What follows belongs to an exercise in optimizing a design on an open flow for small area, a short achievable clock period and few clock cycles; a production flow would make more cautious choices.
Function was checked by simulation only, so behaviour that the tests miss may differ from the original.
Power is estimated from default activity; no workload was simulated.

==> design/flow/design.v <==
module asmi_exec (
    input  wire        clk,
    input  wire        rst,
    input  wire        policy,        
    input  wire        line_valid,
    output wire        line_ready,
    input  wire        line_eoi,      
    input  wire        line_lbl,      
    input  wire [3:0]  line_err,      
    input  wire [63:0] line_diw,
    output wire        mem_req,
    output wire        mem_we,
    output wire [9:0]  mem_addr,
    output wire [31:0] mem_wdata,
    input  wire [31:0] mem_rdata,
    output wire        print_valid,
    output wire [3:0]  print_idx,
    output wire [31:0] print_val,
    output wire        err_valid,
    output wire [3:0]  err_code,
    output wire [32:0] err_detail,
    output wire        lbl_valid,
    output wire [9:0]  lbl_addr,
    output reg         done,
    output reg  [1:0]  outcome
);
    localparam OP_MOV   = 5'h01, OP_ADD = 5'h02, OP_SUB = 5'h03, OP_ADC = 5'h04,
               OP_SBC   = 5'h05, OP_LSL = 5'h06, OP_LSR = 5'h07, OP_ASR = 5'h08,
               OP_ROR   = 5'h09, OP_RRX = 5'h0A, OP_MUL = 5'h0B, OP_AND = 5'h0C,
               OP_ORR   = 5'h0D, OP_EOR = 5'h0E, OP_BIC = 5'h0F, OP_LDR = 5'h10,
               OP_STR   = 5'h11, OP_PRINT = 5'h12, OP_LABEL = 5'h1E, OP_EXIT = 5'h1F;
    localparam E_BOUNDS_ADDRESS = 4'h8, E_BOUNDS_LABEL = 4'h9,
               E_UNKNOWN_OPCODE = 4'hB, E_ILLEGAL_DIW  = 4'hF;
    integer i;
    genvar  g;
    reg        batch;
    reg        carry;
    reg [10:0] nla;                   
    reg        rst_r;                 
    reg        d_v;
    reg        d_eoi, d_lbl, d_rsvdz;
    reg [3:0]  d_err, d_rd, d_rn, d_rm;
    reg [4:0]  d_opc;
    reg [2:0]  d_mode;
    reg [31:0] d_imm;
    reg        e_v;
    reg [3:0]  e_rd;
    reg [31:0] opA, opB, opC;
    reg        e_pre_ok;              
    reg [3:0]  e_fcode;               
    reg        e_eoi, e_lbld, e_ldr, e_str, e_print, e_labd, e_exit, e_wop;
    reg        e_negoff, e_mul;
    reg [1:0]  e_ph;                  
    reg [31:0] mX;                    
    reg [4:0]  e_rr;                  
    reg [3:0]  d_pb;
    reg        d_zeroA, d_bimm, d_rrx, d_label;
    reg        e_sadd, e_ssh, e_sand, e_sorr, e_seor, e_sbic, e_smov;
    reg        e_inv, e_cin1, e_cinc, e_setc;
    reg        e_shl, e_ror, e_asr;
    reg        ld1_v, ld2_v, buf_v;
    reg [3:0]  ld1_rd, ld2_rd, buf_rd;
    reg [31:0] ld_buf;
    reg        r_print_v, r_err_v, r_lbl_v, r_mreq, r_mwe;
    reg [3:0]  r_pidx, r_ecode;
    reg [31:0] r_data;                
    reg [32:0] r_det;                 
    reg        rdy_r;                 
    reg        stall_r;               
    reg        conflict_r;            
    reg [9:0]  r_maddr, r_laddr;
    assign print_valid = r_print_v;
    assign print_idx   = r_pidx;
    assign print_val   = r_data;
    assign err_valid   = r_err_v;
    assign err_code    = r_ecode;
    assign err_detail  = r_det;
    assign lbl_valid   = r_lbl_v;
    assign lbl_addr    = r_laddr;
    assign mem_req     = r_mreq;
    assign mem_we      = r_mwe;
    assign mem_addr    = r_maddr;
    assign mem_wdata   = r_data;
    wire [31:0] rf_wd;
    wire [3:0]  rf_wa;
    wire        rf_we;
    wire [31:0] rfv [0:15];
    wire [31:0] rf_wdr = rf_wd & {32{!rst_r}};
    generate
        for (g = 0; g < 16; g = g + 1) begin : g_rf
            reg [31:0] r;
            always @(posedge clk)
                if (rst_r || (rf_we && rf_wa == g))
                    r <= rf_wdr;
            assign rfv[g] = r;
        end
    endgenerate
    wire dc_mov   = (d_opc == OP_MOV);
    wire dc_alu   = (d_opc >= OP_ADD) && (d_opc <= OP_BIC) && (d_opc != OP_RRX);
    wire dc_rrx   = (d_opc == OP_RRX);
    wire dc_ldr   = (d_opc == OP_LDR);
    wire dc_str   = (d_opc == OP_STR);
    wire dc_mem   = dc_ldr || dc_str;
    wire dc_print = (d_opc == OP_PRINT);
    wire dc_label = (d_opc == OP_LABEL);
    wire dc_exit  = (d_opc == OP_EXIT);
    wire imm_z = (d_imm == 32'd0);
    wire rm_z  = (d_rm == 4'd0);
    wire rn_z  = (d_rn == 4'd0);
    wire rd_z  = (d_rd == 4'd0);
    wire value_mode_ok = (d_mode == 3'b000) ? imm_z
                       : (d_mode == 3'b001) ? rm_z
                       : 1'b0;
    wire addr_mode_ok  = (d_mode == 3'b100) ? imm_z
                       : (d_mode == 3'b101) ? 1'b1
                       : (d_mode == 3'b110) ? rn_z
                       : (d_mode == 3'b111) ? rn_z
                       : 1'b0;
    wire bare_ok       = (d_mode == 3'b000) && rm_z && imm_z;
    reg legal;
    always @(*) begin
        legal = 1'b0;
        if (d_rsvdz) begin
            if (dc_mov)
                legal = rn_z && value_mode_ok;
            else if (dc_alu)
                legal = value_mode_ok;
            else if (dc_rrx)
                legal = bare_ok;
            else if (dc_mem)
                legal = rm_z && addr_mode_ok;
            else if (dc_print)
                legal = rn_z && bare_ok;
            else if (dc_label)
                legal = !d_lbl && rd_z && rn_z && rm_z &&
                        ((d_mode == 3'b000 && imm_z) || d_mode == 3'b001);
            else if (dc_exit)
                legal = !d_lbl && rd_z && rn_z && bare_ok;
        end
    end
    wire d_pre_ok = !d_eoi && (d_err == 4'd0) && legal;
    wire [3:0] d_fcode = (d_err != 4'd0) ? d_err : E_ILLEGAL_DIW;
    wire [3:0] pb = d_pb;
    wire        e_act   = e_v && !done;
    wire        lblb    = e_lbld && nla[10];
    wire        ok_nb   = e_act && e_pre_ok && !lblb;
    wire        e_mem   = e_ldr || e_str;
    wire        mul_ph1 = e_act && e_mul && (e_ph == 2'd0);
    wire        mul_ph2 = e_act && e_mul && (e_ph == 2'd1);
    wire        e_hold  = mul_ph1 || mul_ph2 || conflict_r;
    wire [31:0] bx  = opB ^ {32{e_inv}};
    wire        cin = e_cin1 || (e_cinc && carry);
    wire [33:0] sum0 = {1'b0, opA, 1'b1} + {1'b0, bx, cin};
    wire [32:0] sum  = sum0[33:1];
    wire        cout = sum[32];
    wire        ea_hinz = |sum[31:10];
    wire        oob     = e_negoff ? (cout && ea_hinz) : (cout || ea_hinz);
    wire        ea_keep = !e_negoff || cout;              
    wire        ea32    = !e_negoff && cout;
    wire commit  = ok_nb && !(e_mem && oob) && !e_hold;
    wire e_wr    = ok_nb && e_wop && !e_hold;              
    wire fault   = e_act && !e_eoi && !e_hold && !(ok_nb && !(e_mem && oob));
    wire bounds  = e_pre_ok && !lblb;                     
    wire [3:0] fcode = !e_pre_ok ? e_fcode : lblb ? E_BOUNDS_LABEL : E_BOUNDS_ADDRESS;
    wire finish_ok = e_act && !e_hold && (e_eoi || (commit && e_exit));
    wire [4:0]  sh   = opB[4:0];
    wire [31:0] x1   = e_shl ? {opA[0], opA[31:1]} : opA;
    wire [4:0]  rr   = e_rr;
    wire [31:0] rt0  = rr[0] ? {x1[0],     x1[31:1]}   : x1;
    wire [31:0] rt1  = rr[1] ? {rt0[1:0],  rt0[31:2]}  : rt0;
    wire [31:0] rt2  = rr[2] ? {rt1[3:0],  rt1[31:4]}  : rt1;
    wire [31:0] rt3  = rr[3] ? {rt2[7:0],  rt2[31:8]}  : rt2;
    wire [31:0] rt4  = rr[4] ? {rt3[15:0], rt3[31:16]} : rt3;
    reg  [31:0] mrt;                                      
    always @(*)
        for (i = 0; i < 32; i = i + 1)
            mrt[i] = (sh <= (31 - i));
    reg  [31:0] mlt;                                      
    always @(*)
        for (i = 0; i < 32; i = i + 1)
            mlt[i] = mrt[31 - i];
    wire [31:0] keep = e_ror ? 32'hFFFFFFFF : e_shl ? mlt : mrt;
    wire        fill = e_asr && opA[31];
    wire [31:0] shres = (rt4 & keep) | ({32{fill}} & ~keep);
    wire [31:0] e_res = ({32{e_sadd}} & sum[31:0])
                      | ({32{e_ssh}}  & shres)
                      | ({32{e_sand}} & (opA & opB))
                      | ({32{e_sorr}} & (opA | opB))
                      | ({32{e_seor}} & (opA ^ opB))
                      | ({32{e_sbic}} & (opA & ~opB))
                      | ({32{e_smov}} & opB);
    wire [31:0] pp [0:15];
    wire [15:0] bneg;
    generate
        for (g = 0; g < 16; g = g + 1) begin : g_booth
            wire b2 = opB[2*g+1];
            wire b1 = opB[2*g];
            wire b0 = (g == 0) ? 1'b0 : opB[2*g-1];
            wire one = b1 ^ b0;
            wire two = (b2 & ~b1 & ~b0) | (~b2 & b1 & b0);
            wire [31:0] m = ({32{one}} & opA) | ({32{two}} & {opA[30:0], 1'b0});
            wire [31:0] mn = m ^ {32{b2}};
            assign bneg[g] = b2;
            if (g == 0)
                assign pp[g] = mn;
            else if (g < 15)
                assign pp[g] = {mn[31-2*g:0], 1'b0, bneg[g-1], {(2*g-2){1'b0}}};
            else
                assign pp[g] = {mn[1] ^ (mn[0] & bneg[g]), mn[0] ^ bneg[g], 1'b0, bneg[g-1], 28'd0};
        end
    endgenerate
    wire [31:0] mr0, mr1, mr2, mr3;
    wire hs0 = pp[0][6] ^ pp[1][6];
    wire hc0 = pp[0][6] & pp[1][6];
    wire hs1 = pp[0][7] ^ pp[1][7];
    wire hc1 = pp[0][7] & pp[1][7];
    wire fs2 = pp[0][8] ^ pp[1][8] ^ pp[2][8];
    wire fc2 = (pp[0][8] & pp[1][8]) | (pp[0][8] & pp[2][8]) | (pp[1][8] & pp[2][8]);
    wire hs3 = pp[3][8] ^ pp[4][8];
    wire hc3 = pp[3][8] & pp[4][8];
    wire fs4 = pp[0][9] ^ pp[1][9] ^ pp[2][9];
    wire fc4 = (pp[0][9] & pp[1][9]) | (pp[0][9] & pp[2][9]) | (pp[1][9] & pp[2][9]);
    wire hs5 = pp[3][9] ^ pp[4][9];
    wire hc5 = pp[3][9] & pp[4][9];
    wire fs6 = pp[0][10] ^ pp[1][10] ^ pp[2][10];
    wire fc6 = (pp[0][10] & pp[1][10]) | (pp[0][10] & pp[2][10]) | (pp[1][10] & pp[2][10]);
    wire fs7 = pp[3][10] ^ pp[4][10] ^ pp[5][10];
    wire fc7 = (pp[3][10] & pp[4][10]) | (pp[3][10] & pp[5][10]) | (pp[4][10] & pp[5][10]);
    wire hs8 = pp[6][10] ^ hc5;
    wire hc8 = pp[6][10] & hc5;
    wire fs9 = pp[0][11] ^ pp[1][11] ^ pp[2][11];
    wire fc9 = (pp[0][11] & pp[1][11]) | (pp[0][11] & pp[2][11]) | (pp[1][11] & pp[2][11]);
    wire fs10 = pp[3][11] ^ pp[4][11] ^ pp[5][11];
    wire fc10 = (pp[3][11] & pp[4][11]) | (pp[3][11] & pp[5][11]) | (pp[4][11] & pp[5][11]);
    wire hs11 = fc6 ^ fc7;
    wire hc11 = fc6 & fc7;
    wire fs12 = pp[0][12] ^ pp[1][12] ^ pp[2][12];
    wire fc12 = (pp[0][12] & pp[1][12]) | (pp[0][12] & pp[2][12]) | (pp[1][12] & pp[2][12]);
    wire fs13 = pp[3][12] ^ pp[4][12] ^ pp[5][12];
    wire fc13 = (pp[3][12] & pp[4][12]) | (pp[3][12] & pp[5][12]) | (pp[4][12] & pp[5][12]);
    wire fs14 = pp[6][12] ^ pp[7][12] ^ fc9;
    wire fc14 = (pp[6][12] & pp[7][12]) | (pp[6][12] & fc9) | (pp[7][12] & fc9);
    wire hs15 = fc10 ^ fs12;
    wire hc15 = fc10 & fs12;
    wire fs16 = pp[0][13] ^ pp[1][13] ^ pp[2][13];
    wire fc16 = (pp[0][13] & pp[1][13]) | (pp[0][13] & pp[2][13]) | (pp[1][13] & pp[2][13]);
    wire fs17 = pp[3][13] ^ pp[4][13] ^ pp[5][13];
    wire fc17 = (pp[3][13] & pp[4][13]) | (pp[3][13] & pp[5][13]) | (pp[4][13] & pp[5][13]);
    wire fs18 = pp[6][13] ^ fc12 ^ fc13;
    wire fc18 = (pp[6][13] & fc12) | (pp[6][13] & fc13) | (fc12 & fc13);
    wire hs19 = fs16 ^ fs17;
    wire hc19 = fs16 & fs17;
    wire fs20 = pp[0][14] ^ pp[1][14] ^ pp[2][14];
    wire fc20 = (pp[0][14] & pp[1][14]) | (pp[0][14] & pp[2][14]) | (pp[1][14] & pp[2][14]);
    wire fs21 = pp[3][14] ^ pp[4][14] ^ pp[5][14];
    wire fc21 = (pp[3][14] & pp[4][14]) | (pp[3][14] & pp[5][14]) | (pp[4][14] & pp[5][14]);
    wire fs22 = pp[6][14] ^ pp[7][14] ^ pp[8][14];
    wire fc22 = (pp[6][14] & pp[7][14]) | (pp[6][14] & pp[8][14]) | (pp[7][14] & pp[8][14]);
    wire fs23 = fc16 ^ fc17 ^ fs20;
    wire fc23 = (fc16 & fc17) | (fc16 & fs20) | (fc17 & fs20);
    wire hs24 = fs21 ^ fs22;
    wire hc24 = fs21 & fs22;
    wire fs25 = pp[0][15] ^ pp[1][15] ^ pp[2][15];
    wire fc25 = (pp[0][15] & pp[1][15]) | (pp[0][15] & pp[2][15]) | (pp[1][15] & pp[2][15]);
    wire fs26 = pp[3][15] ^ pp[4][15] ^ pp[5][15];
    wire fc26 = (pp[3][15] & pp[4][15]) | (pp[3][15] & pp[5][15]) | (pp[4][15] & pp[5][15]);
    wire fs27 = pp[6][15] ^ pp[7][15] ^ fc20;
    wire fc27 = (pp[6][15] & pp[7][15]) | (pp[6][15] & fc20) | (pp[7][15] & fc20);
    wire fs28 = fc21 ^ fc22 ^ fs25;
    wire fc28 = (fc21 & fc22) | (fc21 & fs25) | (fc22 & fs25);
    wire hs29 = fs26 ^ hc24;
    wire hc29 = fs26 & hc24;
    wire fs30 = pp[0][16] ^ pp[1][16] ^ pp[2][16];
    wire fc30 = (pp[0][16] & pp[1][16]) | (pp[0][16] & pp[2][16]) | (pp[1][16] & pp[2][16]);
    wire fs31 = pp[3][16] ^ pp[4][16] ^ pp[5][16];
    wire fc31 = (pp[3][16] & pp[4][16]) | (pp[3][16] & pp[5][16]) | (pp[4][16] & pp[5][16]);
    wire fs32 = pp[6][16] ^ pp[7][16] ^ pp[8][16];
    wire fc32 = (pp[6][16] & pp[7][16]) | (pp[6][16] & pp[8][16]) | (pp[7][16] & pp[8][16]);
    wire fs33 = pp[9][16] ^ fc25 ^ fc26;
    wire fc33 = (pp[9][16] & fc25) | (pp[9][16] & fc26) | (fc25 & fc26);
    wire fs34 = fs30 ^ fs31 ^ fs32;
    wire fc34 = (fs30 & fs31) | (fs30 & fs32) | (fs31 & fs32);
    wire hs35 = fc27 ^ fc28;
    wire hc35 = fc27 & fc28;
    wire fs36 = pp[0][17] ^ pp[1][17] ^ pp[2][17];
    wire fc36 = (pp[0][17] & pp[1][17]) | (pp[0][17] & pp[2][17]) | (pp[1][17] & pp[2][17]);
    wire fs37 = pp[3][17] ^ pp[4][17] ^ pp[5][17];
    wire fc37 = (pp[3][17] & pp[4][17]) | (pp[3][17] & pp[5][17]) | (pp[4][17] & pp[5][17]);
    wire fs38 = pp[6][17] ^ pp[7][17] ^ pp[8][17];
    wire fc38 = (pp[6][17] & pp[7][17]) | (pp[6][17] & pp[8][17]) | (pp[7][17] & pp[8][17]);
    wire fs39 = fc30 ^ fc31 ^ fc32;
    wire fc39 = (fc30 & fc31) | (fc30 & fc32) | (fc31 & fc32);
    wire fs40 = fs36 ^ fs37 ^ fs38;
    wire fc40 = (fs36 & fs37) | (fs36 & fs38) | (fs37 & fs38);
    wire hs41 = fc33 ^ fc34;
    wire hc41 = fc33 & fc34;
    wire fs42 = pp[0][18] ^ pp[1][18] ^ pp[2][18];
    wire fc42 = (pp[0][18] & pp[1][18]) | (pp[0][18] & pp[2][18]) | (pp[1][18] & pp[2][18]);
    wire fs43 = pp[3][18] ^ pp[4][18] ^ pp[5][18];
    wire fc43 = (pp[3][18] & pp[4][18]) | (pp[3][18] & pp[5][18]) | (pp[4][18] & pp[5][18]);
    wire fs44 = pp[6][18] ^ pp[7][18] ^ pp[8][18];
    wire fc44 = (pp[6][18] & pp[7][18]) | (pp[6][18] & pp[8][18]) | (pp[7][18] & pp[8][18]);
    wire fs45 = pp[9][18] ^ pp[10][18] ^ fc36;
    wire fc45 = (pp[9][18] & pp[10][18]) | (pp[9][18] & fc36) | (pp[10][18] & fc36);
    wire fs46 = fc37 ^ fc38 ^ fs42;
    wire fc46 = (fc37 & fc38) | (fc37 & fs42) | (fc38 & fs42);
    wire fs47 = fs43 ^ fs44 ^ fc39;
    wire fc47 = (fs43 & fs44) | (fs43 & fc39) | (fs44 & fc39);
    wire hs48 = fc40 ^ fs45;
    wire hc48 = fc40 & fs45;
    wire fs49 = pp[0][19] ^ pp[1][19] ^ pp[2][19];
    wire fc49 = (pp[0][19] & pp[1][19]) | (pp[0][19] & pp[2][19]) | (pp[1][19] & pp[2][19]);
    wire fs50 = pp[3][19] ^ pp[4][19] ^ pp[5][19];
    wire fc50 = (pp[3][19] & pp[4][19]) | (pp[3][19] & pp[5][19]) | (pp[4][19] & pp[5][19]);
    wire fs51 = pp[6][19] ^ pp[7][19] ^ pp[8][19];
    wire fc51 = (pp[6][19] & pp[7][19]) | (pp[6][19] & pp[8][19]) | (pp[7][19] & pp[8][19]);
    wire fs52 = pp[9][19] ^ fc42 ^ fc43;
    wire fc52 = (pp[9][19] & fc42) | (pp[9][19] & fc43) | (fc42 & fc43);
    wire fs53 = fc44 ^ fs49 ^ fs50;
    wire fc53 = (fc44 & fs49) | (fc44 & fs50) | (fs49 & fs50);
    wire fs54 = fs51 ^ fc45 ^ fc46;
    wire fc54 = (fs51 & fc45) | (fs51 & fc46) | (fc45 & fc46);
    wire hs55 = fs52 ^ fs53;
    wire hc55 = fs52 & fs53;
    wire fs56 = pp[0][20] ^ pp[1][20] ^ pp[2][20];
    wire fc56 = (pp[0][20] & pp[1][20]) | (pp[0][20] & pp[2][20]) | (pp[1][20] & pp[2][20]);
    wire fs57 = pp[3][20] ^ pp[4][20] ^ pp[5][20];
    wire fc57 = (pp[3][20] & pp[4][20]) | (pp[3][20] & pp[5][20]) | (pp[4][20] & pp[5][20]);
    wire fs58 = pp[6][20] ^ pp[7][20] ^ pp[8][20];
    wire fc58 = (pp[6][20] & pp[7][20]) | (pp[6][20] & pp[8][20]) | (pp[7][20] & pp[8][20]);
    wire fs59 = pp[9][20] ^ pp[10][20] ^ pp[11][20];
    wire fc59 = (pp[9][20] & pp[10][20]) | (pp[9][20] & pp[11][20]) | (pp[10][20] & pp[11][20]);
    wire fs60 = fc49 ^ fc50 ^ fc51;
    wire fc60 = (fc49 & fc50) | (fc49 & fc51) | (fc50 & fc51);
    wire fs61 = fs56 ^ fs57 ^ fs58;
    wire fc61 = (fs56 & fs57) | (fs56 & fs58) | (fs57 & fs58);
    wire fs62 = fs59 ^ fc52 ^ fc53;
    wire fc62 = (fs59 & fc52) | (fs59 & fc53) | (fc52 & fc53);
    wire hs63 = fs60 ^ fs61;
    wire hc63 = fs60 & fs61;
    wire fs64 = pp[0][21] ^ pp[1][21] ^ pp[2][21];
    wire fc64 = (pp[0][21] & pp[1][21]) | (pp[0][21] & pp[2][21]) | (pp[1][21] & pp[2][21]);
    wire fs65 = pp[3][21] ^ pp[4][21] ^ pp[5][21];
    wire fc65 = (pp[3][21] & pp[4][21]) | (pp[3][21] & pp[5][21]) | (pp[4][21] & pp[5][21]);
    wire fs66 = pp[6][21] ^ pp[7][21] ^ pp[8][21];
    wire fc66 = (pp[6][21] & pp[7][21]) | (pp[6][21] & pp[8][21]) | (pp[7][21] & pp[8][21]);
    wire fs67 = pp[9][21] ^ pp[10][21] ^ fc56;
    wire fc67 = (pp[9][21] & pp[10][21]) | (pp[9][21] & fc56) | (pp[10][21] & fc56);
    wire fs68 = fc57 ^ fc58 ^ fc59;
    wire fc68 = (fc57 & fc58) | (fc57 & fc59) | (fc58 & fc59);
    wire fs69 = fs64 ^ fs65 ^ fs66;
    wire fc69 = (fs64 & fs65) | (fs64 & fs66) | (fs65 & fs66);
    wire fs70 = fc60 ^ fc61 ^ fs67;
    wire fc70 = (fc60 & fc61) | (fc60 & fs67) | (fc61 & fs67);
    wire hs71 = fs68 ^ fs69;
    wire hc71 = fs68 & fs69;
    wire fs72 = pp[0][22] ^ pp[1][22] ^ pp[2][22];
    wire fc72 = (pp[0][22] & pp[1][22]) | (pp[0][22] & pp[2][22]) | (pp[1][22] & pp[2][22]);
    wire fs73 = pp[3][22] ^ pp[4][22] ^ pp[5][22];
    wire fc73 = (pp[3][22] & pp[4][22]) | (pp[3][22] & pp[5][22]) | (pp[4][22] & pp[5][22]);
    wire fs74 = pp[6][22] ^ pp[7][22] ^ pp[8][22];
    wire fc74 = (pp[6][22] & pp[7][22]) | (pp[6][22] & pp[8][22]) | (pp[7][22] & pp[8][22]);
    wire fs75 = pp[9][22] ^ pp[10][22] ^ pp[11][22];
    wire fc75 = (pp[9][22] & pp[10][22]) | (pp[9][22] & pp[11][22]) | (pp[10][22] & pp[11][22]);
    wire fs76 = pp[12][22] ^ fc64 ^ fc65;
    wire fc76 = (pp[12][22] & fc64) | (pp[12][22] & fc65) | (fc64 & fc65);
    wire fs77 = fc66 ^ fs72 ^ fs73;
    wire fc77 = (fc66 & fs72) | (fc66 & fs73) | (fs72 & fs73);
    wire fs78 = fs74 ^ fs75 ^ fc67;
    wire fc78 = (fs74 & fs75) | (fs74 & fc67) | (fs75 & fc67);
    wire fs79 = fc68 ^ fc69 ^ fs76;
    wire fc79 = (fc68 & fc69) | (fc68 & fs76) | (fc69 & fs76);
    wire hs80 = fs77 ^ fc70;
    wire hc80 = fs77 & fc70;
    wire fs81 = pp[0][23] ^ pp[1][23] ^ pp[2][23];
    wire fc81 = (pp[0][23] & pp[1][23]) | (pp[0][23] & pp[2][23]) | (pp[1][23] & pp[2][23]);
    wire fs82 = pp[3][23] ^ pp[4][23] ^ pp[5][23];
    wire fc82 = (pp[3][23] & pp[4][23]) | (pp[3][23] & pp[5][23]) | (pp[4][23] & pp[5][23]);
    wire fs83 = pp[6][23] ^ pp[7][23] ^ pp[8][23];
    wire fc83 = (pp[6][23] & pp[7][23]) | (pp[6][23] & pp[8][23]) | (pp[7][23] & pp[8][23]);
    wire fs84 = pp[9][23] ^ pp[10][23] ^ pp[11][23];
    wire fc84 = (pp[9][23] & pp[10][23]) | (pp[9][23] & pp[11][23]) | (pp[10][23] & pp[11][23]);
    wire fs85 = fc72 ^ fc73 ^ fc74;
    wire fc85 = (fc72 & fc73) | (fc72 & fc74) | (fc73 & fc74);
    wire fs86 = fc75 ^ fs81 ^ fs82;
    wire fc86 = (fc75 & fs81) | (fc75 & fs82) | (fs81 & fs82);
    wire fs87 = fs83 ^ fs84 ^ fc76;
    wire fc87 = (fs83 & fs84) | (fs83 & fc76) | (fs84 & fc76);
    wire fs88 = fc77 ^ fs85 ^ fs86;
    wire fc88 = (fc77 & fs85) | (fc77 & fs86) | (fs85 & fs86);
    wire hs89 = fc78 ^ fc79;
    wire hc89 = fc78 & fc79;
    wire fs90 = pp[0][24] ^ pp[1][24] ^ pp[2][24];
    wire fc90 = (pp[0][24] & pp[1][24]) | (pp[0][24] & pp[2][24]) | (pp[1][24] & pp[2][24]);
    wire fs91 = pp[3][24] ^ pp[4][24] ^ pp[5][24];
    wire fc91 = (pp[3][24] & pp[4][24]) | (pp[3][24] & pp[5][24]) | (pp[4][24] & pp[5][24]);
    wire fs92 = pp[6][24] ^ pp[7][24] ^ pp[8][24];
    wire fc92 = (pp[6][24] & pp[7][24]) | (pp[6][24] & pp[8][24]) | (pp[7][24] & pp[8][24]);
    wire fs93 = pp[9][24] ^ pp[10][24] ^ pp[11][24];
    wire fc93 = (pp[9][24] & pp[10][24]) | (pp[9][24] & pp[11][24]) | (pp[10][24] & pp[11][24]);
    wire fs94 = pp[12][24] ^ pp[13][24] ^ fc81;
    wire fc94 = (pp[12][24] & pp[13][24]) | (pp[12][24] & fc81) | (pp[13][24] & fc81);
    wire fs95 = fc82 ^ fc83 ^ fc84;
    wire fc95 = (fc82 & fc83) | (fc82 & fc84) | (fc83 & fc84);
    wire fs96 = fs90 ^ fs91 ^ fs92;
    wire fc96 = (fs90 & fs91) | (fs90 & fs92) | (fs91 & fs92);
    wire fs97 = fs93 ^ fc85 ^ fc86;
    wire fc97 = (fs93 & fc85) | (fs93 & fc86) | (fc85 & fc86);
    wire fs98 = fs94 ^ fs95 ^ fs96;
    wire fc98 = (fs94 & fs95) | (fs94 & fs96) | (fs95 & fs96);
    wire hs99 = fc87 ^ fc88;
    wire hc99 = fc87 & fc88;
    wire fs100 = pp[0][25] ^ pp[1][25] ^ pp[2][25];
    wire fc100 = (pp[0][25] & pp[1][25]) | (pp[0][25] & pp[2][25]) | (pp[1][25] & pp[2][25]);
    wire fs101 = pp[3][25] ^ pp[4][25] ^ pp[5][25];
    wire fc101 = (pp[3][25] & pp[4][25]) | (pp[3][25] & pp[5][25]) | (pp[4][25] & pp[5][25]);
    wire fs102 = pp[6][25] ^ pp[7][25] ^ pp[8][25];
    wire fc102 = (pp[6][25] & pp[7][25]) | (pp[6][25] & pp[8][25]) | (pp[7][25] & pp[8][25]);
    wire fs103 = pp[9][25] ^ pp[10][25] ^ pp[11][25];
    wire fc103 = (pp[9][25] & pp[10][25]) | (pp[9][25] & pp[11][25]) | (pp[10][25] & pp[11][25]);
    wire fs104 = pp[12][25] ^ fc90 ^ fc91;
    wire fc104 = (pp[12][25] & fc90) | (pp[12][25] & fc91) | (fc90 & fc91);
    wire fs105 = fc92 ^ fc93 ^ fs100;
    wire fc105 = (fc92 & fc93) | (fc92 & fs100) | (fc93 & fs100);
    wire fs106 = fs101 ^ fs102 ^ fs103;
    wire fc106 = (fs101 & fs102) | (fs101 & fs103) | (fs102 & fs103);
    wire fs107 = fc94 ^ fc95 ^ fc96;
    wire fc107 = (fc94 & fc95) | (fc94 & fc96) | (fc95 & fc96);
    wire fs108 = fs104 ^ fs105 ^ fs106;
    wire fc108 = (fs104 & fs105) | (fs104 & fs106) | (fs105 & fs106);
    wire hs109 = fc97 ^ fc98;
    wire hc109 = fc97 & fc98;
    wire fs110 = pp[0][26] ^ pp[1][26] ^ pp[2][26];
    wire fc110 = (pp[0][26] & pp[1][26]) | (pp[0][26] & pp[2][26]) | (pp[1][26] & pp[2][26]);
    wire fs111 = pp[3][26] ^ pp[4][26] ^ pp[5][26];
    wire fc111 = (pp[3][26] & pp[4][26]) | (pp[3][26] & pp[5][26]) | (pp[4][26] & pp[5][26]);
    wire fs112 = pp[6][26] ^ pp[7][26] ^ pp[8][26];
    wire fc112 = (pp[6][26] & pp[7][26]) | (pp[6][26] & pp[8][26]) | (pp[7][26] & pp[8][26]);
    wire fs113 = pp[9][26] ^ pp[10][26] ^ pp[11][26];
    wire fc113 = (pp[9][26] & pp[10][26]) | (pp[9][26] & pp[11][26]) | (pp[10][26] & pp[11][26]);
    wire fs114 = pp[12][26] ^ pp[13][26] ^ pp[14][26];
    wire fc114 = (pp[12][26] & pp[13][26]) | (pp[12][26] & pp[14][26]) | (pp[13][26] & pp[14][26]);
    wire fs115 = fc100 ^ fc101 ^ fc102;
    wire fc115 = (fc100 & fc101) | (fc100 & fc102) | (fc101 & fc102);
    wire fs116 = fc103 ^ fs110 ^ fs111;
    wire fc116 = (fc103 & fs110) | (fc103 & fs111) | (fs110 & fs111);
    wire fs117 = fs112 ^ fs113 ^ fs114;
    wire fc117 = (fs112 & fs113) | (fs112 & fs114) | (fs113 & fs114);
    wire fs118 = fc104 ^ fc105 ^ fc106;
    wire fc118 = (fc104 & fc105) | (fc104 & fc106) | (fc105 & fc106);
    wire fs119 = fs115 ^ fs116 ^ fs117;
    wire fc119 = (fs115 & fs116) | (fs115 & fs117) | (fs116 & fs117);
    wire hs120 = fc107 ^ fc108;
    wire hc120 = fc107 & fc108;
    wire fs121 = pp[0][27] ^ pp[1][27] ^ pp[2][27];
    wire fc121 = (pp[0][27] & pp[1][27]) | (pp[0][27] & pp[2][27]) | (pp[1][27] & pp[2][27]);
    wire fs122 = pp[3][27] ^ pp[4][27] ^ pp[5][27];
    wire fc122 = (pp[3][27] & pp[4][27]) | (pp[3][27] & pp[5][27]) | (pp[4][27] & pp[5][27]);
    wire fs123 = pp[6][27] ^ pp[7][27] ^ pp[8][27];
    wire fc123 = (pp[6][27] & pp[7][27]) | (pp[6][27] & pp[8][27]) | (pp[7][27] & pp[8][27]);
    wire fs124 = pp[9][27] ^ pp[10][27] ^ pp[11][27];
    wire fc124 = (pp[9][27] & pp[10][27]) | (pp[9][27] & pp[11][27]) | (pp[10][27] & pp[11][27]);
    wire fs125 = pp[12][27] ^ pp[13][27] ^ fc110;
    wire fc125 = (pp[12][27] & pp[13][27]) | (pp[12][27] & fc110) | (pp[13][27] & fc110);
    wire fs126 = fc111 ^ fc112 ^ fc113;
    wire fc126 = (fc111 & fc112) | (fc111 & fc113) | (fc112 & fc113);
    wire fs127 = fc114 ^ fs121 ^ fs122;
    wire fc127 = (fc114 & fs121) | (fc114 & fs122) | (fs121 & fs122);
    wire fs128 = fs123 ^ fs124 ^ fc115;
    wire fc128 = (fs123 & fs124) | (fs123 & fc115) | (fs124 & fc115);
    wire fs129 = fc116 ^ fc117 ^ fs125;
    wire fc129 = (fc116 & fc117) | (fc116 & fs125) | (fc117 & fs125);
    wire fs130 = fs126 ^ fs127 ^ fc118;
    wire fc130 = (fs126 & fs127) | (fs126 & fc118) | (fs127 & fc118);
    wire hs131 = fs128 ^ fc119;
    wire hc131 = fs128 & fc119;
    wire fs132 = pp[0][28] ^ pp[1][28] ^ pp[2][28];
    wire fc132 = (pp[0][28] & pp[1][28]) | (pp[0][28] & pp[2][28]) | (pp[1][28] & pp[2][28]);
    wire fs133 = pp[3][28] ^ pp[4][28] ^ pp[5][28];
    wire fc133 = (pp[3][28] & pp[4][28]) | (pp[3][28] & pp[5][28]) | (pp[4][28] & pp[5][28]);
    wire fs134 = pp[6][28] ^ pp[7][28] ^ pp[8][28];
    wire fc134 = (pp[6][28] & pp[7][28]) | (pp[6][28] & pp[8][28]) | (pp[7][28] & pp[8][28]);
    wire fs135 = pp[9][28] ^ pp[10][28] ^ pp[11][28];
    wire fc135 = (pp[9][28] & pp[10][28]) | (pp[9][28] & pp[11][28]) | (pp[10][28] & pp[11][28]);
    wire fs136 = pp[12][28] ^ pp[13][28] ^ pp[14][28];
    wire fc136 = (pp[12][28] & pp[13][28]) | (pp[12][28] & pp[14][28]) | (pp[13][28] & pp[14][28]);
    wire fs137 = pp[15][28] ^ fc121 ^ fc122;
    wire fc137 = (pp[15][28] & fc121) | (pp[15][28] & fc122) | (fc121 & fc122);
    wire fs138 = fc123 ^ fc124 ^ fs132;
    wire fc138 = (fc123 & fc124) | (fc123 & fs132) | (fc124 & fs132);
    wire fs139 = fs133 ^ fs134 ^ fs135;
    wire fc139 = (fs133 & fs134) | (fs133 & fs135) | (fs134 & fs135);
    wire fs140 = fs136 ^ fc125 ^ fc126;
    wire fc140 = (fs136 & fc125) | (fs136 & fc126) | (fc125 & fc126);
    wire fs141 = fc127 ^ fs137 ^ fs138;
    wire fc141 = (fc127 & fs137) | (fc127 & fs138) | (fs137 & fs138);
    wire fs142 = fs139 ^ fc128 ^ fc129;
    wire fc142 = (fs139 & fc128) | (fs139 & fc129) | (fc128 & fc129);
    wire hs143 = fs140 ^ fs141;
    wire hc143 = fs140 & fs141;
    wire fs144 = pp[0][29] ^ pp[1][29] ^ pp[2][29];
    wire fc144 = (pp[0][29] & pp[1][29]) | (pp[0][29] & pp[2][29]) | (pp[1][29] & pp[2][29]);
    wire fs145 = pp[3][29] ^ pp[4][29] ^ pp[5][29];
    wire fc145 = (pp[3][29] & pp[4][29]) | (pp[3][29] & pp[5][29]) | (pp[4][29] & pp[5][29]);
    wire fs146 = pp[6][29] ^ pp[7][29] ^ pp[8][29];
    wire fc146 = (pp[6][29] & pp[7][29]) | (pp[6][29] & pp[8][29]) | (pp[7][29] & pp[8][29]);
    wire fs147 = pp[9][29] ^ pp[10][29] ^ pp[11][29];
    wire fc147 = (pp[9][29] & pp[10][29]) | (pp[9][29] & pp[11][29]) | (pp[10][29] & pp[11][29]);
    wire fs148 = pp[12][29] ^ pp[13][29] ^ pp[14][29];
    wire fc148 = (pp[12][29] & pp[13][29]) | (pp[12][29] & pp[14][29]) | (pp[13][29] & pp[14][29]);
    wire fs149 = fc132 ^ fc133 ^ fc134;
    wire fc149 = (fc132 & fc133) | (fc132 & fc134) | (fc133 & fc134);
    wire fs150 = fc135 ^ fc136 ^ fs144;
    wire fc150 = (fc135 & fc136) | (fc135 & fs144) | (fc136 & fs144);
    wire fs151 = fs145 ^ fs146 ^ fs147;
    wire fc151 = (fs145 & fs146) | (fs145 & fs147) | (fs146 & fs147);
    wire fs152 = fs148 ^ fc137 ^ fc138;
    wire fc152 = (fs148 & fc137) | (fs148 & fc138) | (fc137 & fc138);
    wire fs153 = fc139 ^ fs149 ^ fs150;
    wire fc153 = (fc139 & fs149) | (fc139 & fs150) | (fs149 & fs150);
    wire fs154 = fs151 ^ fc140 ^ fc141;
    wire fc154 = (fs151 & fc140) | (fs151 & fc141) | (fc140 & fc141);
    wire hs155 = fs152 ^ fs153;
    wire hc155 = fs152 & fs153;
    wire fs156 = pp[0][30] ^ pp[1][30] ^ pp[2][30];
    wire fc156 = (pp[0][30] & pp[1][30]) | (pp[0][30] & pp[2][30]) | (pp[1][30] & pp[2][30]);
    wire fs157 = pp[3][30] ^ pp[4][30] ^ pp[5][30];
    wire fc157 = (pp[3][30] & pp[4][30]) | (pp[3][30] & pp[5][30]) | (pp[4][30] & pp[5][30]);
    wire fs158 = pp[6][30] ^ pp[7][30] ^ pp[8][30];
    wire fc158 = (pp[6][30] & pp[7][30]) | (pp[6][30] & pp[8][30]) | (pp[7][30] & pp[8][30]);
    wire fs159 = pp[9][30] ^ pp[10][30] ^ pp[11][30];
    wire fc159 = (pp[9][30] & pp[10][30]) | (pp[9][30] & pp[11][30]) | (pp[10][30] & pp[11][30]);
    wire fs160 = pp[12][30] ^ pp[13][30] ^ pp[14][30];
    wire fc160 = (pp[12][30] & pp[13][30]) | (pp[12][30] & pp[14][30]) | (pp[13][30] & pp[14][30]);
    wire fs161 = pp[15][30] ^ fc144 ^ fc145;
    wire fc161 = (pp[15][30] & fc144) | (pp[15][30] & fc145) | (fc144 & fc145);
    wire fs162 = fc146 ^ fc147 ^ fc148;
    wire fc162 = (fc146 & fc147) | (fc146 & fc148) | (fc147 & fc148);
    wire fs163 = fs156 ^ fs157 ^ fs158;
    wire fc163 = (fs156 & fs157) | (fs156 & fs158) | (fs157 & fs158);
    wire fs164 = fs159 ^ fs160 ^ fc149;
    wire fc164 = (fs159 & fs160) | (fs159 & fc149) | (fs160 & fc149);
    wire fs165 = fc150 ^ fc151 ^ fs161;
    wire fc165 = (fc150 & fc151) | (fc150 & fs161) | (fc151 & fs161);
    wire fs166 = fs162 ^ fs163 ^ fc152;
    wire fc166 = (fs162 & fs163) | (fs162 & fc152) | (fs163 & fc152);
    wire fs167 = fs164 ^ fc153 ^ fs165;
    wire fc167 = (fs164 & fc153) | (fs164 & fs165) | (fc153 & fs165);
    wire fs168 = pp[0][31] ^ pp[1][31] ^ pp[2][31];
    wire fs169 = pp[3][31] ^ pp[4][31] ^ pp[5][31];
    wire fs170 = pp[6][31] ^ pp[7][31] ^ pp[8][31];
    wire fs171 = pp[9][31] ^ pp[10][31] ^ pp[11][31];
    wire fs172 = pp[12][31] ^ pp[13][31] ^ pp[14][31];
    wire fs173 = pp[15][31] ^ fc156 ^ fc157;
    wire fs174 = fc158 ^ fc159 ^ fc160;
    wire fs175 = fs168 ^ fs169 ^ fs170;
    wire fs176 = fs171 ^ fs172 ^ fc161;
    wire fs177 = fc162 ^ fc163 ^ fs173;
    wire fs178 = fs174 ^ fs175 ^ fc164;
    wire fs179 = fc165 ^ fs176 ^ fs177;
    assign mr0 = {fc166, fc154, fc142, fc130, fs129, fs118, fs107, fs97, fs87, hc71, fc62, fc54, fc47, fs46, fs39, fs33, fc23, fc18, fc14, fs13, hc8, fc4, hc3, pp[5][8], pp[2][7], pp[2][6], pp[0][5], pp[0][4], pp[0][3], pp[0][2], pp[0][1], pp[0][0]};
    assign mr1 = {fs178, hc155, hc143, hc131, hc120, fs119, fs108, hc89, hc80, fs78, hc63, hc55, hc48, hc41, fs40, hc29, fs27, hc19, hc15, hc11, fs9, fs6, hs5, hc1, pp[3][7], pp[3][6], pp[1][5], pp[1][4], pp[1][3], pp[1][2], 1'b0, pp[1][0]};
    assign mr2 = {fc167, fs166, hs155, fs142, hs131, hc109, hc99, fs98, fs88, fs79, hs71, hs63, hs55, hs48, hc35, fs34, fs28, hs24, hs19, hs15, fs10, fs7, fc2, hs3, hc0, pp[4][6], pp[2][5], pp[2][4], 1'b0, pp[2][2], 1'b0, 1'b0};
    assign mr3 = {fs179, fs167, fs154, hs143, fs130, hs120, hs109, hs99, hs89, hs80, fs70, fs62, fs54, fs47, hs41, hs35, hs29, fs23, fs18, fs14, hs11, hs8, fs4, fs2, hs1, hs0, 1'b0, pp[3][4], 1'b0, 1'b0, 1'b0, 1'b0};
    wire [31:0] t5 [0:2];
    wire [31:0] mS, mC;
    generate
        assign t5[0] = opA ^ opB ^ opC;
        assign t5[1] = ((opA & opB) | (opA & opC) | (opB & opC)) << 1;
        assign t5[2] = mX;
        assign mS = t5[0] ^ t5[1] ^ t5[2];
        assign mC = ((t5[0] & t5[1]) | (t5[0] & t5[2]) | (t5[1] & t5[2])) << 1;
    endgenerate
    wire hA_e  = e_wr  && (e_rd  == d_rn);
    wire hA_2  = ld2_v && (ld2_rd == d_rn);
    wire hA_b  = buf_v && (buf_rd == d_rn);
    wire hB_e  = e_wr  && (e_rd  == pb);
    wire hB_2  = ld2_v && (ld2_rd == pb);
    wire hB_b  = buf_v && (buf_rd == pb);
    wire [31:0] portA = hA_2 ? mem_rdata : hA_b ? ld_buf : rfv[d_rn];
    wire [31:0] portB = hB_2 ? mem_rdata : hB_b ? ld_buf : rfv[pb];
    wire [31:0] nA = (hA_e && !d_zeroA) ? e_res : d_zeroA ? 32'd0 : portA;
    wire [31:0] nB = (hB_e && !d_bimm && !d_rrx) ? e_res
                   : d_rrx ? 32'd1 : d_bimm ? d_imm : portB;
    wire [31:0] nC = (hB_e && !d_label) ? e_res : d_label ? d_imm : portB;
    wire d_move = d_v && !stall_r;
    assign line_ready = rdy_r;
    wire       n_dv   = rdy_r ? line_valid : (d_v && !d_move);
    wire [4:0] n_opc  = rdy_r ? line_diw[63:59] : d_opc;
    wire [3:0] n_rd   = rdy_r ? line_diw[58:55] : d_rd;
    wire [3:0] n_rn   = rdy_r ? line_diw[54:51] : d_rn;
    wire [2:0] n_mode = rdy_r ? line_diw[50:48] : d_mode;
    wire [3:0] n_rm   = rdy_r ? line_diw[35:32] : d_rm;
    wire n_alu     = (n_opc >= OP_ADD) && (n_opc <= OP_BIC) && (n_opc != OP_RRX);
    wire n_mem     = (n_opc == OP_LDR) || (n_opc == OP_STR);
    wire n_uses_rn = n_alu || (n_opc == OP_RRX) || (n_mem && !n_mode[1]);
    wire n_uses_rd = (n_opc == OP_STR) || (n_opc == OP_PRINT);
    wire n_uses_rm = (n_alu || n_opc == OP_MOV) && (n_mode == 3'b000);
    wire [3:0] n_pb = n_uses_rd ? n_rd : n_rm;
    wire       n_ev   = e_hold ? e_v : d_move;
    wire       n_eldr = e_hold ? e_ldr : dc_ldr;
    wire       n_emul = e_hold ? e_mul : (d_opc == OP_MUL);
    wire       n_ewop = e_hold ? e_wop : (dc_mov || dc_alu || dc_rrx);
    wire [3:0] n_erd  = e_hold ? e_rd : d_rd;
    wire [1:0] n_eph  = mul_ph1 ? 2'd1 : mul_ph2 ? 2'd2 : conflict_r ? e_ph : 2'd0;
    wire       n_mph1 = n_ev && n_emul && (n_eph != 2'd2);
    wire       n_ld1  = e_v && e_ldr && !e_hold;
    wire       n_ld2  = ld1_v;
    wire       n_buf  = ld2_v || (buf_v && !drain);
    wire       n_conf = n_ld2 && n_buf && n_ev && n_ewop && !n_mph1;
    wire n_hz = (n_uses_rn && ((n_ev && n_eldr && n_erd == n_rn) || (n_ld1 && e_rd == n_rn))) ||
                ((n_uses_rd || n_uses_rm) &&
                 ((n_ev && n_eldr && n_erd == n_pb) || (n_ld1 && e_rd == n_pb)));
    wire n_stall = n_hz || n_mph1 || n_conf;
    wire n_done  = done || (e_v && !e_hold && (e_eoi || e_exit ||
                            (batch && (!e_pre_ok || lblb || e_mem))));
    wire drain = buf_v && !e_wr;
    assign rf_we = e_wr || drain;
    assign rf_wa = e_wr ? e_rd : buf_rd;
    assign rf_wd = e_wr ? e_res : ld_buf;
    wire ld2_live = ld2_v && !(e_wr && e_rd == ld2_rd);
    always @(posedge clk) begin
        rst_r <= rst;
        if (line_ready) begin
            d_eoi   <= line_eoi;
            d_lbl   <= line_lbl;
            d_err   <= line_err;
            d_opc   <= line_diw[63:59];
            d_rd    <= line_diw[58:55];
            d_rn    <= line_diw[54:51];
            d_mode  <= line_diw[50:48];
            d_rsvdz <= (line_diw[47:36] == 12'd0);
            d_rm    <= line_diw[35:32];
            d_imm   <= line_diw[31:0];
        end
        d_pb    <= n_pb;
        d_zeroA <= n_mem && n_mode[1];
        d_bimm  <= n_mem || (n_mode == 3'b001);
        d_rrx   <= (n_opc == OP_RRX);
        d_label <= (n_opc == OP_LABEL);
        if (mul_ph1) begin
            opA  <= mr0;
            opB  <= mr1;
            opC  <= mr2;
            mX   <= mr3;
            e_ph <= 2'd1;
        end else if (mul_ph2) begin
            opA  <= mS;
            opB  <= mC;
            e_ph <= 2'd2;
        end else if (!conflict_r) begin
            e_ph <= 2'd0;
            if (d_move) begin
                e_rr     <= (d_opc == OP_LSL) ? ~nB[4:0] : nB[4:0];
                e_rd     <= d_rd;
                opA      <= nA;
                opB      <= nB;
                opC      <= nC;
                e_pre_ok <= d_pre_ok;
                e_fcode  <= d_fcode;
                e_eoi    <= d_eoi;
                e_lbld   <= d_lbl || dc_label;
                e_ldr    <= dc_ldr;
                e_str    <= dc_str;
                e_print  <= dc_print;
                e_labd   <= dc_label && (d_mode == 3'b001);
                e_exit   <= dc_exit;
                e_wop    <= dc_mov || dc_alu || dc_rrx;
                e_negoff <= (d_mode == 3'b101) && d_imm[31];
                e_mul    <= (d_opc == OP_MUL);
                e_sadd   <= (d_opc >= OP_ADD && d_opc <= OP_SBC) || d_opc == OP_MUL || dc_mem;
                e_ssh    <= (d_opc >= OP_LSL && d_opc <= OP_RRX);
                e_sand   <= (d_opc == OP_AND);
                e_sorr   <= (d_opc == OP_ORR);
                e_seor   <= (d_opc == OP_EOR);
                e_sbic   <= (d_opc == OP_BIC);
                e_smov   <= dc_mov;
                e_inv    <= (d_opc == OP_SUB) || (d_opc == OP_SBC);
                e_cin1   <= (d_opc == OP_SUB);
                e_cinc   <= (d_opc == OP_ADC) || (d_opc == OP_SBC);
                e_setc   <= (d_opc == OP_ADC) || (d_opc == OP_SBC);
                e_shl    <= (d_opc == OP_LSL);
                e_ror    <= (d_opc == OP_ROR);
                e_asr    <= (d_opc == OP_ASR);
            end
        end
        r_print_v <= ok_nb && !e_hold && e_print;
        r_lbl_v   <= commit && e_lbld;
        r_err_v   <= fault;
        r_mreq    <= commit && (e_mem || e_labd);
        r_mwe     <= e_str || e_labd;
        r_maddr   <= e_labd ? nla[9:0] : sum[9:0] & {10{ea_keep}};
        r_laddr   <= nla[9:0];
        r_pidx    <= e_rd;
        r_ecode   <= fcode;
        r_data    <= opC;
        r_det     <= bounds ? {ea32, sum[31:0] & {32{ea_keep}}} : 33'd0;
        if (commit && e_lbld)
            nla <= nla + 11'd1;
        if (ok_nb && !e_hold && e_setc)
            carry <= cout;
        ld1_v  <= commit && e_ldr;
        ld1_rd <= e_rd;
        ld2_v  <= ld1_v && !(e_wr && e_rd == ld1_rd);
        ld2_rd <= ld1_rd;
        if (ld2_live) begin
            ld_buf <= mem_rdata;
            buf_rd <= ld2_rd;
            buf_v  <= 1'b1;
        end else if (drain || (e_wr && e_rd == buf_rd))
            buf_v  <= 1'b0;
        if (!e_hold)
            e_v <= d_move;
        stall_r    <= n_stall;
        conflict_r <= n_conf;
        rdy_r      <= !n_done && (!n_dv || !n_stall);
        if (line_ready)
            d_v <= line_valid;
        else if (d_move)
            d_v <= 1'b0;
        if (finish_ok) begin
            done    <= 1'b1;
            outcome <= 2'd1;
        end else if (fault && batch) begin
            done    <= 1'b1;
            outcome <= (fcode == E_UNKNOWN_OPCODE) ? 2'd2 : 2'd3;
        end
        if (rst) begin
            batch     <= policy;
            carry     <= 1'b0;
            nla       <= 11'd0;
            done      <= 1'b0;
            outcome   <= 2'd0;
            d_v       <= 1'b0;
            e_v       <= 1'b0;
            e_ph      <= 2'd0;
            stall_r   <= 1'b0;
            conflict_r <= 1'b0;
            rdy_r     <= 1'b1;
            ld1_v     <= 1'b0;
            ld2_v     <= 1'b0;
            buf_v     <= 1'b0;
            r_print_v <= 1'b0;
            r_err_v   <= 1'b0;
            r_lbl_v   <= 1'b0;
            r_mreq    <= 1'b0;
        end
    end
endmodule
==> design/flow/flow/run.sh <==
#!/bin/bash
# The standard layout (standard synthesis unchanged), with timing repair asked
# to leave a setup margin so that the layout runs well below the 14 ns clock.
set -euo pipefail
bash standard.sh SETUP_SLACK_MARGIN=10 finish > standard_flow.log 2>&1
==> design/flow/standard.sh <==
#!/bin/bash
# synth_recipe.tcl (not shown) runs the flow's synth.tcl, then flattens the netlist and writes it again
# the make line also repeats each setting of config.mk as NAME=value (left out here)
make -C /OpenROAD-flow-scripts/flow DESIGN_CONFIG=/design/flow/config.mk WORK_HOME=/design/flow/orfs CLKGATE_MAP_FILE= SYNTH_SCRIPT=/design/flow/synth_recipe.tcl "${@:-finish}"
==> design/flow/config.mk <==
export PLATFORM = sky130hd
export DESIGN_NAME = asmi_exec
export DESIGN_NICKNAME = asmi_exec
export VERILOG_FILES = /design/flow/design.v
export SDC_FILE = /design/flow/constraint.sdc
export NUM_CORES = 4
export LEC_CHECK = 0
export CAP_MARGIN = 20
export CORE_MARGIN = 2
export CORE_UTILIZATION = 30
export PLACE_DENSITY = 0.5
export SLEW_MARGIN = 20
==> design/flow/constraint.sdc <==
create_clock -name core_clock -period 14.0 [get_ports {clk}]
set_input_delay 2.8000 -clock core_clock [delete_from_list [all_inputs] [get_ports {clk}]]
set_output_delay 2.8000 -clock core_clock [all_outputs]
set_load 0.01 [all_outputs]
==> results.txt, run 1 <==
- Result of the run: complete, no violations
- Area of the core: 204,000 sq um
- Area of the die: 209,000 sq um
- Area overhead of the layout relative to synthesis: 27.0%
- Worst Hold Class: flop to flop
- Vertical die dimension: 457 um
- Net count, final: 6,927
- Vias per std cell: 6.20
- Clock-pin slew reported for the worst setup and hold paths after clock tree synthesis: 0.06 ns
- Vias: 57,300
- Final-layout setup total negative slack: 0 ns
- Hold Vio Cnt, Final: 0
- H-tree depth: 3
- Worst-case setup slack after placement: 8.44 ns
- Storage cell area: 25,700 sq um
- Design area: 78,100 sq um
- Cell Pwr Density: 163 nW/um^2
- Fmax: 0.232 GHz
- Root buffer selected by CTS: clkbuf_16
- DRC viols: 0
- Clock period minus final worst setup slack: 4.32 ns
- Worst Clk Skew: 0.0618 ns
- Placer Congestion: 0.983
- Max-slew violation total from the final report: 0
- Iteration-0 DRC count of the detailed router: 7,418
- Startpoint Class: input pin
- Global-route congestion overflow total: 0
- Post-route total power: 12.7 mW
- Pin count of the biggest net entering global routing: 68
- Count of clock tree sinks: 904
- Setup repair after global routing missed its margin: yes
- Worst slew margin relative to its limit: 0.190
- Mapped Nets: 6,675
- Port buffer count: 239
- Core utilization of the finished layout: 0.383
- Static leakage power: 27.7 nW
- CTS Buffer Depth: 3
- Share of post-route cells with drive strength above 1: 0.239
- Antenna Violating Nets Remaining: 0
- Cell count after synthesis: 6,205
- Arrival time at the worst endpoint: 5.00 ns
- Share of the yosys chip area belonging to registers: 0.415
- Mapped Area: 61,500 sq um
- Multi-input combinational cell area: 35,900 sq um
- Effective utilization at floorplan: 0.301
- Count of filler cells inserted in the layout: 19,800
- Worst setup path category: input pin to flop
- Unique masters post-synth: 98
- Fin crit share: 0.308
- Router iterations before antenna repair: 11
- Global-route wire length before repair: 415,000 um
- Number of global-route vias before repair: 54,600
- Top-level port count: 240
- Floorplan die width: 457 um
- Synth Area per Inst: 9.91 sq um
- Main synth FF type: edfxtp_1
- Count of synthesis-stage warnings from yosys: 1
- Final setup margin: 9.68 ns
- Cts bufs inserted: 100
- Type of element capturing the critical path: flop
- Clock latency of the later-clocked register in the worst-skew pair: 0.79 ns
- Total half-perimeter wirelength after legalization and detailed placement: 191,000 um
- Cell area after placement: 67,100 sq um
- Share of async-settable or async-resettable flops after synthesis: 0
- Largest fanout of any net on the critical path: 5
- CTS tree: yes
- Antenna violations before repair: 15
- Max cap viols: 0
- Average wire per standard cell: 32.4 um
- Number of failing setup endpoints in the final timing report: 0
- Slew at the pin closest to its max-slew limit: 1.20 ns
- Site row count: 166
- Highest ir drop seen on vdd: 0.000177 V
- Number of synthesized flops with an enable pin: 744
- Total of flip-flops plus latches after synthesis: 904
- Required time of the worst setup path: 14.68 ns
- GRT Util Overall: 0.274
- Total Wirelength: 300,000 um
## what timing repair did
action	in CTS	in global routing
cloned	23	8
buffers inserted	219	80
hold buffers	0	0
gates resized for setup	1250	387
pin swaps	144	181
endpoints found under the setup margin	995	497
## synthesized netlist by cell type (18+ instances only)
library cell / n / area [sq um]
nand4_1: 107 / 669
mux2i_1: 206 / 2060
buf_2: 18 / 90.1
a22oi_1: 524 / 3930
o311a_1: 27 / 270
nor2_1: 395 / 1480
mux2_2: 50 / 563
xnor2_1: 158 / 1380
a211oi_1: 112 / 841
mux4_2: 32 / 721
o31ai_1: 32 / 240
o221ai_1: 31 / 272
o22ai_1: 179 / 1120
nand2_1: 422 / 1580
buf_1: 123 / 462
o21ai_0: 375 / 1880
and2_1: 34 / 213
o211a_1: 23 / 230
buf_4: 39 / 293
dfxtp_1: 160 / 3200
xor2_1: 93 / 815
a221oi_1: 90 / 788
o211ai_1: 84 / 631
clkbuf_1: 467 / 1750
fa_1: 196 / 3920
a22o_1: 41 / 359
a21oi_1: 442 / 2210
nand3_1: 88 / 440
nor4_1: 25 / 156
a21o_1: 31 / 233
inv_1: 206 / 773
edfxtp_1: 744 / 22300
nand2b_1: 45 / 282
ha_1: 168 / 2100
a31oi_1: 49 / 307
nor3_1: 85 / 425
nor2b_1: 41 / 257
## final timing paths
kind,cells past startpoint,start,to,slack [ns]
max,13,line_diw[60],rdy_r,9.68
min,0,opC[0],r_data[0],0.34
max reg2reg,18,opA[15],opB[31],9.77
min reg2reg,0,opC[0],r_data[0],0.34
## state kept, by name, indices dropped and copies added (netlist names), 5 cells and up
name     cells
e_rr         5
d_imm       32
ld_buf      32
r_maddr     10
r_data      32
opA         32
opB         32
d_opc        5
g_rf.r     512
r_det       33
r_laddr     10
nla         11
mX          27
opC         32
## critical path, cell delays in order
cell	delay, ns
buf_6	0.09
mux2_4	0.27
xor2_2	0.16
nor4_4	0.15
buf_6	0.17
mux2_4	0.33
xor2_1	0.16
nand3_1	0.12
nor4_2	0.05
o22ai_1	0.17
o221ai_1	0.15
a211o_1	0.32
nand2_1	0.06
## metrics by stage
step           hold slack, ns  cells
2_1_floorplan           0.331   6205
3_3_place_gp            0.341   8712
3_5_place_dp            0.343   8713
4_1_cts                 0.347   9138
5_1_grt                 0.356   9236
6_report                0.344   9240
## area by class of cell
| class | count | share of cell area |
|---|---|---|
| Clock inverter | 53 | 0.00787 |
| Inverter | 225 | 0.0119 |
| Multi-Input combinational cell | 4428 | 0.460 |
| Timing Repair Buffer | 798 | 0.112 |
| Antenna cell | 14 | 0.000449 |
| Tap cell | 2688 | 0.0431 |
| Sequential cell | 904 | 0.329 |
| Clock buffer | 130 | 0.0359 |
## routing by layer
layer	global-route usage	up-vias	routed length (um)
met5	0	-	27
met4	0.171	4	22400
met3	0.0663	1051	32600
met2	0.431	3868	134000
met1	0.337	28400	110000
li1	-	24000	-
## cells by family after synthesis
family / after synthesis / share of synthesized area
AOI/OAI and AO/OA: 2180 / 0.237
xor gates and xnor gates: 251 / 0.0357
adders and majority gates: 370 / 0.0990
buffers and inverters: 873 / 0.0562
DFF: 904 / 0.415
muxes: 289 / 0.0546
and+or+nand+nor: 1338 / 0.102
## report_power, final
group	internal (mW)	switching (mW)
Sequential	3.21	0.173
Combinational	2.60	3.91
Clock	1.59	1.21
Total	7.40	5.29
## placed cells by master, fill, tap and decap left out, types with 69 or more instances in the layout
cell and n:
buf_4 356, nand4_1 107, clkdlybuf4s50_1 100, inv_1 176, a211oi_1 79, o211ai_1 84, clkbuf_16 114, nand2_1 398
xnor2_1 133, nand3_1 88, fa_1 159, nor3_1 71, mux2i_1 198, dfxtp_2 69, o21ai_0 282, buf_6 193
buf_12 72, o22ai_1 171, a221oi_1 83, nor2_1 359, edfxtp_1 744, dfxtp_1 70, ha_1 139, a22oi_1 506
a21oi_1 412
Testbench counts, summed over its fixed seeds: cycles 11,458.
==> run 2: changes to the inputs <==
--- a/design/flow/config.mk
+++ b/design/flow/config.mk
@@ -7,6 +7,6 @@
 export LEC_CHECK = 0
 export CAP_MARGIN = 20
 export CORE_MARGIN = 2
-export CORE_UTILIZATION = 30
-export PLACE_DENSITY = 0.5
+export CORE_UTILIZATION = 50
+export PLACE_DENSITY = 0.65
 export SLEW_MARGIN = 20
==> run 2 against run 1 <==
Effect of this change:
- via count is 1.1% higher
- register-to-register slack worse by 0.20 ns
- routed wire length is 9.3% lower
- synthesized area did not move
- cell count is 12% lower
- highest routed layer unchanged
==> results.txt, run 2 <==
- Global-route wire length before repair: 382,000 um (-8.1%)
- Crit-path max cell delay: 0.54 ns (+0.21 ns)
- Effective utilization at floorplan: 0.505 (+0.203)
- Pin count of the biggest net entering global routing: 73 (+7.4%)
- Xor and xnor fraction of the mapped netlist area: 0.0357 (unchanged)
- Final-layout setup total negative slack: 0 ns (unchanged)
- Clock-pin slew reported for the worst setup and hold paths after clock tree synthesis: 0.08 ns (+0.02 ns)
- Cts bufs inserted: 95 (-5.0%)
- Count of clock tree sinks: 904 (unchanged)
- CP Cell Sequence: buf_6, buf_12, buf_16, xor2_4, ha_4, nand2_4, or4_4, o21ai_4, buf_4, o2111ai_2, o311ai_4, buf_4, o221ai_2, a31oi_1, buf_4, o22ai_1, nor2_1, a21oi_1
- Count of filler cells inserted in the layout: 9,792 (-50%)
- Vertical die dimension: 355 um (-22%)
- Commonest non-fill, non-tap cells in the layout: 744 x edfxtp_1, 511 x a22oi_1, 415 x a21oi_1
- CTS tree: yes
- Area of the core: 122,000 sq um (-40%)
- Site row count: 128 (-23%)
- Number of global-route vias before repair: 53,800 (-1.4%)
- Slew at the pin closest to its max-slew limit: 1.29 ns (+0.0868 ns)
- Max-slew violation total from the final report: 0 (unchanged)
- Share of post-route cells with drive strength above 1: 0.220 (-0.0188)
- Top cell type by total area after synthesis: edfxtp_1
- Worst Hold Class: flop to flop
- Cell Pwr Density: 163 nW/um^2 (+0.20%)
- Cells taking the most area after synthesis: edfxtp_1 36%, a22oi_1 6.4%, fa_1 6.4%
- Max cap viols: 0 (unchanged)
- Cell count after placement: 7,630 (-12%)
- Global-route congestion overflow total: 0 (unchanged)
- Worst slew margin relative to its limit: 0.131 (-0.0586)
- Port buffer count: 239 (unchanged)
- Register with the most flip-flops: g_rf.r
- Required time of the worst setup path: 14.41 ns (-0.27 ns)
- Share of async-settable or async-resettable flops after synthesis: 0 (unchanged)
- Highest ir drop seen on vdd: 0.000146 V (-18%)
- Average wire per standard cell: 33.5 um (+3.2%)
- Worst-case setup slack after placement: 8.41 ns (-0.0381 ns)
- Final setup margin: 9.57 ns (-0.109 ns)
- Unique masters post-synth: 98 (unchanged)
- Worst setup path category: flop to flop
- Type of element capturing the critical path: flop
- Commonest non-fill, non-tap cell in the layout: edfxtp_1
- Total of flip-flops plus latches after synthesis: 904 (unchanged)
- Antenna violations before repair: 12 (-3)
- Synth Area per Inst: 9.91 sq um (unchanged)
- Top cell by count, worst path: buf_4
- Hold Vio Cnt, Final: 0 (unchanged)
- Cell count after synthesis: 6,205 (unchanged)
- Static leakage power: 27.3 nW (-1.7%)
- Reg-to-Reg End: opA[17]
- Largest fanout of any net on the critical path: 5 (unchanged)
- Vias per std cell: 7.13 (+15%)
- Highest-delay cell along the critical path: or4_4
- Vias: 57,900 (+1.1%)
- Clock latency of the later-clocked register in the worst-skew pair: 0.76 ns (-0.03 ns)
- DRC viols: 0 (unchanged)
- Number of flip-flops in the largest register: 512 (unchanged)
- Cell count of the worst reg-to-reg path: 18 (unchanged)
- Number of failing setup endpoints in the final timing report: 0 (unchanged)
- CTS Buffer Depth: 3 (unchanged)
- Mapped Nets: 6,675 (unchanged)
- R2R setup slack: 9.57 ns (-0.20 ns)
- Placer Congestion: 1.03 (+4.8%)
- Router iterations before antenna repair: 13 (+2)
- Mux contribution to synthesized area: 0.0546 (unchanged)
- Area overhead of the layout relative to synthesis: 22.7%
- H-tree depth: 3 (unchanged)
- Mapped Area: 61,500 sq um (unchanged)
- Post-route non-filler standard cell count: 8,120 (-12%)
- Total Wirelength: 272,000 um (-9.3%)
- Setup repair after global routing missed its margin: yes
- Worst hold slack across all endpoints: 0.405 ns (+0.0608 ns)
- Adder-cell share of the synthesized area: 0.0990 (unchanged)
- Core utilization of the finished layout: 0.619 (+0.237)
- Net count, final: 6,881 (-0.66%)
- Main synth FF type: edfxtp_1
- Number of synthesized flops with an enable pin: 744 (unchanged)
- Area of the die: 126,000 sq um (-40%)
- Iteration-0 DRC count of the detailed router: 10,600 (+43%)
- Startpoint of the worst register-to-register path: e_inv
- Clock period minus final worst setup slack: 4.43 ns (+0.109 ns)
- Share of the yosys chip area belonging to registers: 0.415 (unchanged)
- Count of synthesis-stage warnings from yosys: 1 (unchanged)
- Root buffer selected by CTS: clkbuf_16
- Floorplan die width: 355 um (-22%)
- Worst Hold Launch: opC[3]
- Fin crit share: 0.316 (+0.00780)
- List of most frequent post-synthesis cells: 744 x edfxtp_1, 524 x a22oi_1, 467 x clkbuf_1, 442 x a21oi_1, 422 x nand2_1
- Complex-gate fraction of the synthesized area: 0.237 (unchanged)
- Leading registers by flop count: g_rf.r x512, r_det x33
- Area fraction in and, or, nand and nor cells after synthesis: 0.102 (unchanged)
- Most common cell in the netlist: edfxtp_1
- Arrival time at the worst endpoint: 4.84 ns (-0.16 ns)
- Endpoint, Worst Hold: r_data[3]
- Number of stages on the worst hold path: 0 (unchanged)
- Worst Clk Skew: 0.0994 ns (+0.0376 ns)
- GRT Util Overall: 0.415 (+0.141)
- Startpoint Class: flop
- Total half-perimeter wirelength after legalization and detailed placement: 167,000 um (-12%)
- Antenna Violating Nets Remaining: 0 (unchanged)
- Fmax: 0.226 GHz (-2.5%)
- Top-level port count: 240 (unchanged)
- Dominant combinational cell family by area after synthesis: compound AO/OA/AOI/OAI gates
- Result of the run: complete, no violations
- Share of the synthesized area in the top cell type: 0.363 (unchanged)
## run 2: stage by stage
| stage | power, mW | cell area [sq um] |
|---|---|---|
| floorplan | 6.38 | 62100 |
| global placement | 8.35 | 65600 |
| detailed placement | 8.37 | 65600 |
| CTS | 11.6 | 72900 |
| global route | 12.7 | 75500 |
| finish | 12.3 | 75500 |
## run 2: cell type report
type / instances / area [sq um] / share of cell area
Multi-Input combinational cell: 4429 / 35600 / 0.471
Clock inverter: 57 / 674 / 0.00893
Clock buffer: 122 / 2630 / 0.0348
Tap cell: 1625 / 2030 / 0.0269
Antenna cell: 2 / 5.00 / 0.0000663
Timing Repair Buffer: 755 / 7980 / 0.106
Inverter: 225 / 920 / 0.0122
Sequential cell: 904 / 25600 / 0.340
Timing Repair inverter: 1 / 5.00 / 0.0000663
## run 2: layer usage
metal | wire (um) | global-route usage | vias to the layer above
li1 | - | - | 23900
met1 | 95000 | 0.530 | 27800
met2 | 113000 | 0.597 | 4958
met3 | 42100 | 0.156 | 1309
met4 | 21800 | 0.249 | 16
met5 | 110 | 0 | -
## run 2: report_power, final
group,internal (mW),switching (mW)
clock network,1.53,1.15
registers,3.21,0.166
logic,2.46,3.78
total,7.19,5.10
## run 2: cell families (layout without fill, tap and decap cells)
logic type	after synthesis	count (layout)
XOR/XNOR	251	251
buffers and inverters	873	1160
flip-flops	904	904
other	0	2
AO/OA/AOI/OAI	2180	2180
adder cells (fa/ha/maj)	370	370
multiplexers	289	289
AND/OR/NAND/NOR	1338	1339
## run 2: how the worst max path moves through the flow
stage / startpoint / end / slack [ns] / cells after the start
2_1_floorplan: line_diw[60] / rdy_r / 9.13 / 11
3_3_place_gp: line_diw[59] / rdy_r / 8.44 / 12
3_5_place_dp: line_diw[59] / rdy_r / 8.41 / 12
4_1_cts: line_diw[60] / rdy_r / 9.58 / 13
5_1_grt: e_inv / nla[1] / 9.43 / 20
6_report: e_inv / opA[17] / 9.57 / 18
## run 2: what timing repair did
action                                  in CTS  in global routing
cloned                                      21                  9
endpoints found under the setup margin    1298               1113
hold buffers                                 0                  0
pin swaps                                  105                122
gates resized for setup                   1084                384
setup buffers                              174                105
## run 2: worst max-delay path: cells and delay by family (launching register included)
family,cells,cell delay (ns)
flops,1,0.47
buf+inv,6,1.07
compound gates,7,1.20
fa+ha+maj,1,0.31
xor+xnor,1,0.16
simple gates,3,0.90

==> port drivers added, routing unchanged <==
The flow's constraints put no driver on any port. The routed layouts listed below were extracted and timed again, unchanged, in two steps.
Step 1 sets driving cells, clkbuf_16 on the clock port and buf_2 on the other inputs (assumed; they add their load-dependent delay and slew).
Step 2 times the ports against the registers' clock, not the clock port: input delays grow and output delays shrink by t, the midpoint of the rising clock arrivals with the driver on.
a / b / c = no drivers / after step 1 / after step 2; a / b = the first two.
run | shift t [ns] | setup WS [ns] | worst hold slack (ns) | worst setup path after step 2 | worst data-port slew with drivers (ns)
run 1 | 0.850 | 9.684 / 9.736 / 8.886 | 0.344 / 0.344 / 0.344 | input to register | 0.23
run 2 | 0.787 | 9.574 / 9.574 / 8.883 | 0.405 / 0.405 / 0.405 | input to register | 0.06
After both steps setup and hold are still met in every run listed. For run 1, which loses most, drivers alone change the setup slack by +0.052 ns; drivers and shift together by -0.798 ns.
